Background: an optimization exercise with open tools, aiming at small area, a short achievable clock period and few clock cycles per item. Do not read the settings as production practice. Function was checked by simulation only, so behaviour that the tests miss may differ from the original.

$ cat design/flow/config.mk
export PLATFORM = sky130hd
export DESIGN_NAME = alpha_line
export DESIGN_NICKNAME = alpha_line
export VERILOG_FILES = /design/flow/design.v
export SDC_FILE = /design/flow/constraint.sdc
export NUM_CORES = 4
export LEC_CHECK = 0
export CAP_MARGIN = 20
export CORE_MARGIN = 2
export CORE_UTILIZATION = 40
export SLEW_MARGIN = 20
$ cat design/flow/constraint.sdc
create_clock -name core_clock -period 80.0 [get_ports {clk}]
set_input_delay 16.0000 -clock core_clock [delete_from_list [all_inputs] [get_ports {clk}]]
set_output_delay 16.0000 -clock core_clock [all_outputs]
set_load 0.01 [all_outputs]
$ cat design/flow/design.v
module alpha_line (
    input  wire         clk,
    input  wire         rst,         
    input  wire         cmd_valid,
    output wire         cmd_ready,
    input  wire [127:0] cmd,
    output wire         rsp_valid,
    input  wire         rsp_ready,
    output wire [47:0]  rsp,
    output wire         ev_valid,
    output wire [1:0]   ev_kind,
    output wire [63:0]  ev_data
);
    localparam [1:0] EV_BEGIN  = 2'd0;
    localparam [1:0] EV_WRITE  = 2'd1;
    localparam [1:0] EV_REPEAT = 2'd2;
    localparam [1:0] EV_IDLE   = 2'd3;
    localparam [3:0] S_IDLE  = 4'd0;
    localparam [3:0] S_PREP  = 4'd1;
    localparam [3:0] S_DIV   = 4'd2;
    localparam [3:0] S_SKIP  = 4'd3;
    localparam [3:0] S_Q0    = 4'd4;
    localparam [3:0] S_Q1    = 4'd5;
    localparam [3:0] S_Q2    = 4'd6;
    localparam [3:0] S_Q3    = 4'd7;
    localparam [3:0] S_FIN   = 4'd8;
    localparam [3:0] S_FILL  = 4'd9;
    localparam [3:0] S_FILLE = 4'd10;
    localparam [3:0] S_FWAIT = 4'd11;
    reg        crdy;
    reg        pend;
    reg [7:0]  op_q;
    reg        rsv_q;
    reg [16:0] cx, cy;           
    reg [15:0] s2, s3, s4, s5;   
    reg [15:0] fg, bg;
    reg        flt;
    reg [2:0]  fcause;
    reg [7:0]  fop;
    reg [1:0]  owed;
    reg        rspv;
    reg [3:0]  st;
    reg [2:0]  cnt;
    reg [15:0] R;
    reg [5:0]  A, q0;
    reg        steep, smaj_n, smin_n;
    reg        painted, more;
    reg [11:0] S1r, S0r;
    reg [4:0]  Rf, Rs, Bs;
    reg [5:0]  Gf, Gs;
    reg        evv;
    reg [1:0]  evk;
    reg [7:0]  e55, e39, e23;
    reg [15:0] e15;
    assign cmd_ready = crdy;
    assign rsp_valid = rspv;
    assign rsp       = {fop, 1'b0, fcause, 3'b000, flt, 32'd0};
    assign ev_valid  = evv;
    assign ev_kind   = evk;
    assign ev_data   = {8'd0, e55, 8'd0, e39, 8'd0, e23, e15};
    wire op_nop  = (op_q == 8'h00);
    wire op_sfg  = (op_q == 8'h10);
    wire op_sbg  = (op_q == 8'h11);
    wire op_fill = (op_q == 8'h20);
    wire op_line = (op_q == 8'h21);
    wire op_pair = (op_q == 8'h24);
    wire op_set  = op_sfg | op_sbg;
    wire legal   = op_nop | op_set | op_fill | op_line | op_pair;
    wire z0 = (cx[15:0] == 16'd0);
    wire z1 = (cy[15:0] == 16'd0);
    wire z2 = (s2 == 16'd0);
    wire z3 = (s3 == 16'd0);
    wire z4 = (s4 == 16'd0);
    wire z5 = (s5 == 16'd0);
    wire resv_bad = rsv_q
                  | (op_nop & ~z0)
                  | ((op_nop | op_set) & ~(z1 & z2 & z3))
                  | ((op_nop | op_set | op_pair) & ~z4)
                  | ((op_nop | op_set | op_pair | op_fill) & ~z5);
    wire range_bad = op_pair & (s2[15:2] != 14'd0);
    wire [2:0] dcause = !legal    ? 3'd1 :
                        resv_bad  ? 3'd2 :
                        range_bad ? 3'd3 : 3'd0;
    wire dfault = (dcause != 3'd0);
    wire [8:0] fxe = {1'b0, cx[7:0]} + {1'b0, s2[7:0]} - 9'd1;
    wire [8:0] fye = {1'b0, cy[7:0]} + {1'b0, s3[7:0]} - 9'd1;
    wire fill_ok = (cx[15:8] == 8'd0) && (s2[15:8] == 8'd0) && !fxe[8] && (fxe[7:4] != 4'hF)
                && (cy[15:8] == 8'd0) && (s3[15:8] == 8'd0) && !fye[8] && (fye[7:4] != 4'hF);
    wire [15:0] adx = s2[15] ? (16'd0 - s2) : s2;
    wire [15:0] ady = s3[15] ? (16'd0 - s3) : s3;
    wire        l_steep = ady > adx;
    wire [15:0] l_dmaj  = l_steep ? ady : adx;
    wire [15:0] l_dmin  = l_steep ? adx : ady;
    wire        cin  = (st == S_PREP) && (s3[5:0] == 6'd0);
    wire [15:0] T    = R + s3 + {15'd0, cin};
    wire [15:0] U    = (st == S_DIV) ? {R[14:0], q0[5]} : T;
    wire [16:0] Ud   = {1'b0, U} - {1'b0, s2};
    wire        c    = !Ud[16];
    wire [15:0] CS   = c ? Ud[15:0] : U;
    wire [6:0]  sumA = {1'b0, A} + {1'b0, q0} + {6'd0, c};
    wire        wrap = (sumA >= 7'd63);
    wire [5:0]  A_nx = sumA[5:0] + {5'd0, wrap};
    wire [16:0] maj_cur = steep ? cy : cx;
    wire [16:0] min_cur = steep ? cx : cy;
    wire [16:0] maj_nx  = maj_cur + (smaj_n ? 17'h1FFFF : 17'h00001);
    wire [16:0] min_nx  = wrap ? (min_cur + (smin_n ? 17'h1FFFF : 17'h00001)) : min_cur;
    wire maj_ok = (maj_cur[16:8] == 9'd0) && (maj_cur[7:4] != 4'hF);
    wire min_ok = (min_cur[16:8] == 9'd0) &&
                  (smin_n ? ((min_cur[7:0] != 8'd0) && (min_cur[7:4] != 4'hF))
                          : (min_cur[7:0] < 8'd239));
    wire pair_ok = maj_ok && min_ok;
    wire [7:0] nb8 = smin_n ? (min_cur[7:0] - 8'd1) : (min_cur[7:0] + 8'd1);
    wire [7:0] lo8 = smin_n ? nb8 : min_cur[7:0];
    wire [7:0] hi8 = smin_n ? min_cur[7:0] : nb8;
    wire ch_g = (st == S_Q0);
    wire ch_b = (st == S_Q1);
    wire [5:0] fch = ch_g ? fg[10:5] : ch_b ? {fg[4:0], 1'b0} : {fg[15:11], 1'b0};
    wire [5:0] bch = ch_g ? bg[10:5] : ch_b ? {bg[4:0], 1'b0} : {bg[15:11], 1'b0};
    wire [11:0] fsq = fch * fch;
    wire [11:0] bsq = bch * bch;
    wire [9:0]  Fq  = fsq[11:2];
    wire [9:0]  Bq  = bsq[11:2];
    wire [5:0] af = smin_n ? A : ~A;
    reg  [15:0] S1;
    integer k;
    always @(*) begin
        S1 = 16'd0;
        for (k = 0; k < 6; k = k + 1)
            S1 = S1 + ({6'd0, (af[k] ? Fq : Bq)} << k);
    end
    wire [10:0] FB  = {1'b0, Fq} + {1'b0, Bq};
    wire [16:0] S0  = ({FB, 6'd0} - {6'd0, FB}) - {1'b0, S1};
    wire a_hi = (af == 6'd63);
    wire a_lo = (af == 6'd0);
    wire [11:0] S1n = a_hi ? fsq : a_lo ? bsq : S1[15:4];
    wire [11:0] S0n = a_hi ? bsq : a_lo ? fsq : S0[15:4];
    function [5:0] isqrt12;
        input [11:0] n;
        reg   [8:0]  rem;
        reg   [8:0]  trial;
        reg   [5:0]  root;
        integer      i;
        begin
            rem  = 9'd0;
            root = 6'd0;
            for (i = 5; i >= 0; i = i - 1) begin
                rem   = {rem[6:0], n[2*i+1], n[2*i]};
                trial = {1'b0, root, 2'b01};
                if (rem >= trial) begin
                    rem  = rem - trial;
                    root = {root[4:0], 1'b1};
                end else
                    root = {root[4:0], 1'b0};
            end
            isqrt12 = root;
        end
    endfunction
    wire [5:0] rF = isqrt12(S1r);
    wire [5:0] rS = isqrt12(S0r);
    wire c1    = (st == S_IDLE) && pend;
    wire xfer  = rspv && rsp_ready;
    reg        respond;
    reg [3:0]  st_n;
    reg        emit;
    reg [1:0]  ek;
    reg [7:0]  d55, d39, d23;
    reg [15:0] d15;
    reg        do_fault;
    reg [2:0]  f_cause;
    reg        step;
    always @(*) begin
        st_n     = st;
        respond  = 1'b0;
        emit     = 1'b0;
        ek       = EV_IDLE;
        d55      = 8'd0;
        d39      = 8'd0;
        d23      = 8'd0;
        d15      = 16'd0;
        do_fault = 1'b0;
        f_cause  = 3'd4;
        step     = 1'b0;
        case (st)
            S_IDLE: if (pend) begin
                if (flt) begin
                    respond = 1'b1;
                end else if (dfault) begin
                    f_cause  = dcause;
                    do_fault = 1'b1;
                end else if (op_fill) begin
                    if (z2 || z3) begin
                        emit = 1'b1;
                        respond = 1'b1;
                    end else if (!fill_ok) begin
                        emit = 1'b1;
                        do_fault = 1'b1;
                    end else begin
                        emit = 1'b1;
                        ek   = EV_BEGIN;
                        d55  = cx[7:0];
                        d39  = cy[7:0];
                        d23  = fxe[7:0];
                        d15  = {8'd0, fye[7:0]};
                        st_n = S_FILL;
                    end
                end else if (op_line) begin
                    if (z2 && z3) begin
                        emit = 1'b1;
                        respond = 1'b1;
                    end else
                        st_n = S_PREP;
                end else if (op_pair) begin
                    st_n = S_SKIP;
                end else begin
                    respond = 1'b1;       
                end
            end
            S_PREP: st_n = S_DIV;
            S_DIV:  if (cnt == 3'd5) st_n = S_SKIP;
            S_SKIP: begin
                if (s4 != 16'd0) begin
                    if (s5 == 16'd0) begin
                        emit = 1'b1;
                        respond = 1'b1;
                        st_n = S_IDLE;
                    end else
                        step = 1'b1;
                end else
                    st_n = S_Q0;
            end
            S_Q0: begin
                emit = painted;
                st_n = S_Q1;
            end
            S_Q1: begin
                emit = 1'b1;
                if (pair_ok) begin
                    ek   = EV_BEGIN;
                    d55  = steep ? lo8 : maj_cur[7:0];
                    d39  = steep ? maj_cur[7:0] : lo8;
                    d23  = steep ? hi8 : maj_cur[7:0];
                    d15  = {8'd0, steep ? maj_cur[7:0] : hi8};
                    step = (s5 != 16'd0);
                    st_n = S_Q2;
                end else
                    do_fault = 1'b1;
            end
            S_Q2: begin
                emit = 1'b1;
                ek   = EV_WRITE;
                d15  = {Rf, Gf, rF[5:1]};
                st_n = S_Q3;
            end
            S_Q3: begin
                emit = 1'b1;
                ek   = EV_WRITE;
                d15  = {Rs, Gs, Bs};
                st_n = more ? S_Q0 : S_FIN;
            end
            S_FIN: begin
                emit = 1'b1;
                respond = 1'b1;
                st_n = S_IDLE;
            end
            S_FILL: begin
                if (s5 != 16'd0) begin
                    emit = T[8];
                    ek   = EV_REPEAT;
                    d15  = s4;
                end else if (R[7:0] != 8'd0) begin
                    emit = 1'b1;
                    ek   = EV_REPEAT;
                    d23  = R[7:0];
                    d15  = s4;
                    st_n = S_FILLE;
                end else begin
                    emit = 1'b1;
                    respond = 1'b1;
                    st_n = S_IDLE;
                end
            end
            S_FILLE: begin
                emit = 1'b1;
                respond = 1'b1;
                st_n = S_IDLE;
            end
            S_FWAIT: begin
                f_cause  = dfault ? dcause : 3'd4;
                do_fault = 1'b1;
            end
            default: st_n = S_IDLE;
        endcase
        if (do_fault) begin
            if (owed == 2'd0) begin
                respond = 1'b1;
                st_n = S_IDLE;
            end else
                st_n = S_FWAIT;
        end
    end
    wire commit = do_fault && (owed == 2'd0);
    wire [1:0] owed_n = owed + {1'b0, respond} - {1'b0, xfer};
    wire st_free = (st_n == S_IDLE) || (st_n == S_FIN) || (st_n == S_FILLE);
    always @(posedge clk) begin
        if (crdy) begin
            op_q  <= cmd[127:120];
            rsv_q <= |cmd[119:96];
        end
        case (st)
            S_IDLE: begin
                cnt     <= 3'd0;
                painted <= 1'b0;
                if (pend && !flt && !dfault) begin
                    if (op_fill) begin
                        R <= 16'd0;
                    end else if (op_line) begin
                        R      <= ~{6'd0, l_dmin[15:6]};
                        q0     <= 6'd0 - l_dmin[5:0];
                        steep  <= l_steep;
                        smaj_n <= l_steep ? s3[15] : s2[15];
                        smin_n <= l_steep ? s2[15] : s3[15];
                    end else if (op_pair) begin
                        A      <= (s3[15:6] != 10'd0) ? 6'd63 : s3[5:0];
                        steep  <= ~s2[1];
                        smin_n <= s2[0];
                    end
                end
            end
            S_PREP: R <= CS;
            S_DIV: begin
                cnt <= cnt + 3'd1;
                q0  <= {q0[4:0], c};
                if (cnt == 3'd5) begin
                    R <= 16'd0;
                    A <= 6'd0;
                end else
                    R <= CS;
            end
            S_FILL: begin
                R <= {8'd0, T[7:0]};
            end
            default: ;
        endcase
        if (step) begin
            R <= CS;
            A <= A_nx;
        end
        if (st == S_Q1)
            more <= (s5 != 16'd0);
        if (st == S_Q1 && pair_ok)
            painted <= 1'b1;
        if (crdy) begin
            cx <= {1'b0, cmd[95:80]};
            cy <= {1'b0, cmd[79:64]};
            s2 <= cmd[63:48];
            s3 <= cmd[47:32];
            s4 <= cmd[31:16];
            s5 <= cmd[15:0];
        end else begin
            if (c1 && !flt && !dfault && op_line && !(z2 && z3)) begin
                s2 <= l_dmaj;
                s3 <= l_dmin;
            end
            if (c1 && !flt && !dfault && op_fill && fill_ok)
                s5 <= s2;
            if (st == S_DIV && cnt == 3'd5)
                s3 <= CS;
            if (step) begin
                if (steep) begin
                    cy <= maj_nx;
                    cx <= min_nx;
                end else begin
                    cx <= maj_nx;
                    cy <= min_nx;
                end
                s5 <= s5 - 16'd1;
                if (s4 != 16'd0)
                    s4 <= s4 - 16'd1;
            end
            if (st == S_FILL && s5 != 16'd0)
                s5 <= s5 - 16'd1;
        end
        S1r <= S1n;
        S0r <= S0n;
        if (st == S_Q0) begin
            Rf <= rF[5:1];
            Rs <= rS[5:1];
        end
        if (st == S_Q1) begin
            Gf <= rF;
            Gs <= rS;
        end
        if (st == S_Q2)
            Bs <= rS[5:1];
        evk <= ek;
        e55 <= d55;
        e39 <= d39;
        e23 <= d23;
        e15 <= d15;
        if (rst) begin
            crdy   <= 1'b1;
            pend   <= 1'b0;
            st     <= S_IDLE;
            owed   <= 2'd0;
            rspv   <= 1'b0;
            evv    <= 1'b0;
            flt    <= 1'b0;
            fcause <= 3'd0;
            fop    <= 8'd0;
            fg     <= 16'hFFFF;
            bg     <= 16'h0000;
        end else begin
            st    <= st_n;
            pend  <= crdy & cmd_valid;
            owed  <= owed_n;
            rspv  <= (owed_n != 2'd0);
            evv   <= emit;
            crdy  <= st_free && !(crdy & cmd_valid) && (owed <= 2'd1);
            if (commit) begin
                flt    <= 1'b1;
                fcause <= f_cause;
                fop    <= op_q;
            end
            if (c1 && !flt && !dfault && op_sfg) fg <= cx[15:0];
            if (c1 && !flt && !dfault && op_sbg) bg <= cx[15:0];
        end
    end
endmodule
$ cat design/flow/run.sh
#!/bin/bash
# synth_recipe.tcl (not shown) runs the flow's synth.tcl, then flattens the netlist and writes it again
# the make line also repeats each setting of config.mk as NAME=value (left out here)
make -C /OpenROAD-flow-scripts/flow DESIGN_CONFIG=/design/flow/config.mk WORK_HOME=/design/flow/orfs CLKGATE_MAP_FILE= SYNTH_SCRIPT=/design/flow/synth_recipe.tcl finish
==> run notes <==
[routing by layer]
metal	GRT usage, %	share of wire [%]
met1	31.6	45
met2	39.0	46
met3	2.16	5.1
met4	8.05	3.4
met5	0	0
[flip-flops by register name, summed over array words and instances, names as in the netlist, 8 cells and up]
name  count
s4       16
e23       8
S0r      12
s5       16
R        16
s2       16
S1r      12
fop       8
op_q      8
cy       17
fg       16
s3       16
e15      16
e55       8
bg       16
e39       8
cx       17
[worst paths after layout]
kind	startpoint	end	slack, ns	cells after the start
max	crdy$_SDFF_PP1_	cmd_ready	62.07	1
min	painted$_SDFFE_PP1P_	painted$_SDFFE_PP1P_	0.45	2
max reg2reg	st[3]$_SDFF_PP0_	S0r[10]$_DFF_P_	68.05	39
min reg2reg	painted$_SDFFE_PP1P_	painted$_SDFFE_PP1P_	0.45	2
[layout make-up]
class / count / area [um^2] / share of cell area [%]
clock buffers: 47 / 1030 / 3.29
clock inverters: 18 / 209 / 0.667
inverters: 297 / 1120 / 3.57
multi-input cells: 2609 / 18300 / 58.3
flip-flops and latches: 290 / 7480 / 23.9
well taps: 882 / 1100 / 3.52
repair buffers: 223 / 2140 / 6.83
[per-stage QoR]
stage | cells
after detailed placement | 4301
after floorplan | 3396
after global routing | 4366
final | 4366
after global placement | 4301
after CTS | 4366
[cell usage in the layout (no fill, tap or decap), types with 21 or more instances in the layout]
cell             instances
xnor2_1                145
dfxtp_1                122
nor2_1                 287
nor3_1                  62
nand2b_1                35
mux2i_1                110
xor2_1                  65
ha_1                   244
a31oi_1                 21
a211oi_1                28
conb_1                  60
buf_4                   35
fa_1                    65
a21oi_1                210
a211o_1                 23
clkdlybuf4s50_1        187
edfxtp_1               167
nand2_1                344
o31ai_1                 25
inv_1                  293
nand3_1                 53
a21o_1                  38
or3_1                   26
o21ai_0                282
o211ai_1                27
nor4_1                  39
clkbuf_16               39
mux2_2                  31
nor2b_1                 45
[cells by family after synthesis]
kind of cell               Yosys count
muxes                              144
and+or+nand+nor                   1028
xor gates and xnor gates           211
AOI/OAI and AO/OA                  856
buffers and inverters              497
adders and majority gates          310
DFF                                290
other                                1
==> metrics.log <==
[metrics] Critical Path Sink Type: output port
[metrics] CTS root buf: clkbuf_16
[metrics] ratio of final minimum period to clock period: 22.4%
[metrics] Synth warnings: 1
[metrics] die height: 267 um
[metrics] count of buffers inserted at the top-level ports: 188
[metrics] die area: 71000 um^2
[metrics] unrepaired setup endpoints after global routing: false
[metrics] TritonCTS clock tree: done
[metrics] worst-path fanout max: 55
[metrics] overall global routing resource usage: roughly a quarter
[metrics] Netlist cell types: 92
[metrics] post-detailed-placement half-perimeter wirelength: 65400 um
[metrics] number of nets with antenna violations after detailed routing: 0
[metrics] combinational family with the most area after synthesis: compound AO/OA/AOI/OAI gates
[metrics] cell count after synthesis: around 3.3k
[metrics] Routed Wire Length: 84300 um
[metrics] synthesized-area fraction occupied by ao, oa, aoi and oai cells: between 10% and 20%
[metrics] pre-CTS worst setup slack: 62.21 ns
[metrics] xor and xnor fraction of the mapped netlist area: 6.70%
[metrics] area share of and/or/nand/nor cells after synthesis: 17.6%
[metrics] clock buffer depth: 3
[metrics] Async SR Flop Fraction: 0%
[metrics] area growth from synthesis to layout: 13.7%
[metrics] Initial DRC Count: between 1.5k and 2k
[metrics] Startpoint Class: flop
[metrics] arrival time of the worst setup path: between 1.5 and 2 ns
[metrics] peak clock frequency supported by timing: 0.0558 GHz
[metrics] worst slew pin tran: 1.20 ns
[metrics] most area-consuming cells after synthesis: edfxtp_1 (18%), ha_1 (11%), dfxtp_1 (8.9%), o21ai_0 (5.1%), fa_1 (4.7%)
[metrics] min cycle time layout: 17.93 ns
[metrics] count of hold-fix buffers inserted at cts: 0
[metrics] final setup TNS: 0 ns
[metrics] slowest cell on the critical path: dfxtp_4
[metrics] relative slew slack: 18.8%
[metrics] first-pass GRT wire length: 131000 um
[metrics] sequential fraction of the synthesis area: 27.1%
[metrics] antenna violations before repair: 0
[metrics] fraction of final layout cells sized beyond drive strength 1: 5.14%
[metrics] vias after detailed routing: 24.5k
[metrics] clock latency on the worst-skew pair: 0.57 ns
[metrics] WS Path Type: flop to output port
[metrics] mean area per synthesized cell: ~8.3 um^2
[metrics] vias in the first global route: 23.3k
[metrics] Vias/cell: 5.60
[metrics] Cell Area, Synth: around 28000 um^2
[metrics] remaining global-route overflow: 0
[metrics] width of the chip: 267 um
[metrics] CP max stage delay: 0.70 ns
[metrics] final core occ: a little under half
[metrics] Setup Fix Bufs, Post-CTS: 0
[metrics] multiplexer share of the synthesized area: 5.40%
[metrics] leading area contributor after synthesis: edfxtp_1
[metrics] arithmetic-cell share of the synthesized area counting full adders, half adders and majority gates: 15.8%
[metrics] Design Area, Final: 31300 um^2
[metrics] register bit total from synthesis: 290
[metrics] number of max-cap violations: 0
[metrics] clock-pin slew of the registers on the worst-case setup and hold paths: 0.06 ns
[metrics] # diodes: 0
[metrics] share of the synthesized area in the top cell type: 18.2%
[metrics] kind of cell adding the most delay to the critical path: flip-flops
[metrics] critical path cell sequence: clkdlybuf4s50_1
[metrics] Inserted Clock Buffers: 36
[metrics] Worst Slack Setup Final: 62.07 ns
[metrics] number of iterations in the first detailed-routing pass: 6
[metrics] status: no timing/DRC/antenna violations
[metrics] final worst clock skew: between 0.04 and 0.05 ns
[metrics] number of slew-limit violations in the final report: 0
[metrics] most repeated cell in the gate-level netlist after synthesis: nand2_1
[metrics] critical path buffer and inverter count: 1
[metrics] wire length per cell: 19.3 um
[metrics] Final #Nets: 3898
[metrics] H-tree depth: 2
[metrics] Post-route DRC: 0
[metrics] final count of hold timing violations: 0
[metrics] Top-Level Pins: 249
[metrics] area of the core region: 68500 um^2
[metrics] Hold Crit Class: flop to flop
[metrics] maximum number of pins on one net before global-route repair: slightly above 80
[metrics] clock sink count: 290
[metrics] RD Place Congestion: around 0.93
[metrics] fillcell total: 6777
[metrics] Std-Cell Rows: 96
[metrics] total of endpoints with negative setup slack in the final report: 0
[metrics] most instantiated cells after synthesis: nand2_1 (344), inv_1 (293), nor2_1 (288), o21ai_0 (282), ha_1 (244)
[metrics] # resized after CTS: 0
[metrics] Hold Worst Slack: 0.449 ns
[metrics] number of synthesized flops with an enable pin: approximately 170
[metrics] predominant post-synthesis flop cell: edfxtp_1
[metrics] Starting Density: 40.3%
[metrics] instance area after placement: 30100 um^2
[metrics] Worst Path Required: 64.00 ns
Testbench counts, summed over its fixed seeds: cycles 398,202, items 4,800.

## re-timing with driven ports
How much do the figures lean on ideal ports? The routed layout below was timed once more, with nothing changed but the port constraints.
Step 1 assumes that a clkbuf_16 drives the clock port and a buf_2 every other input.
Step 2 moves the port delays by t, midway between the first and last clock arrival at a register: inputs arrive t later, outputs are due t later. That takes back most of the time a late clock gives input paths.
Slacks: ideal / step 1 / step 2; pairs: ideal / step 1.
t (ns): 0.607
slack for setup (ns): 62.069 / 62.011 / 62.212
worst setup path after step 2: input to register
clock arrival spread, ns: 0.048 / 0.049
slew at the worst register clock pin (ns): 0.07 / 0.07
After both steps this run still meets setup and hold. The setup slack of this run moves by -0.058 ns with the drivers and by +0.143 ns with both steps.
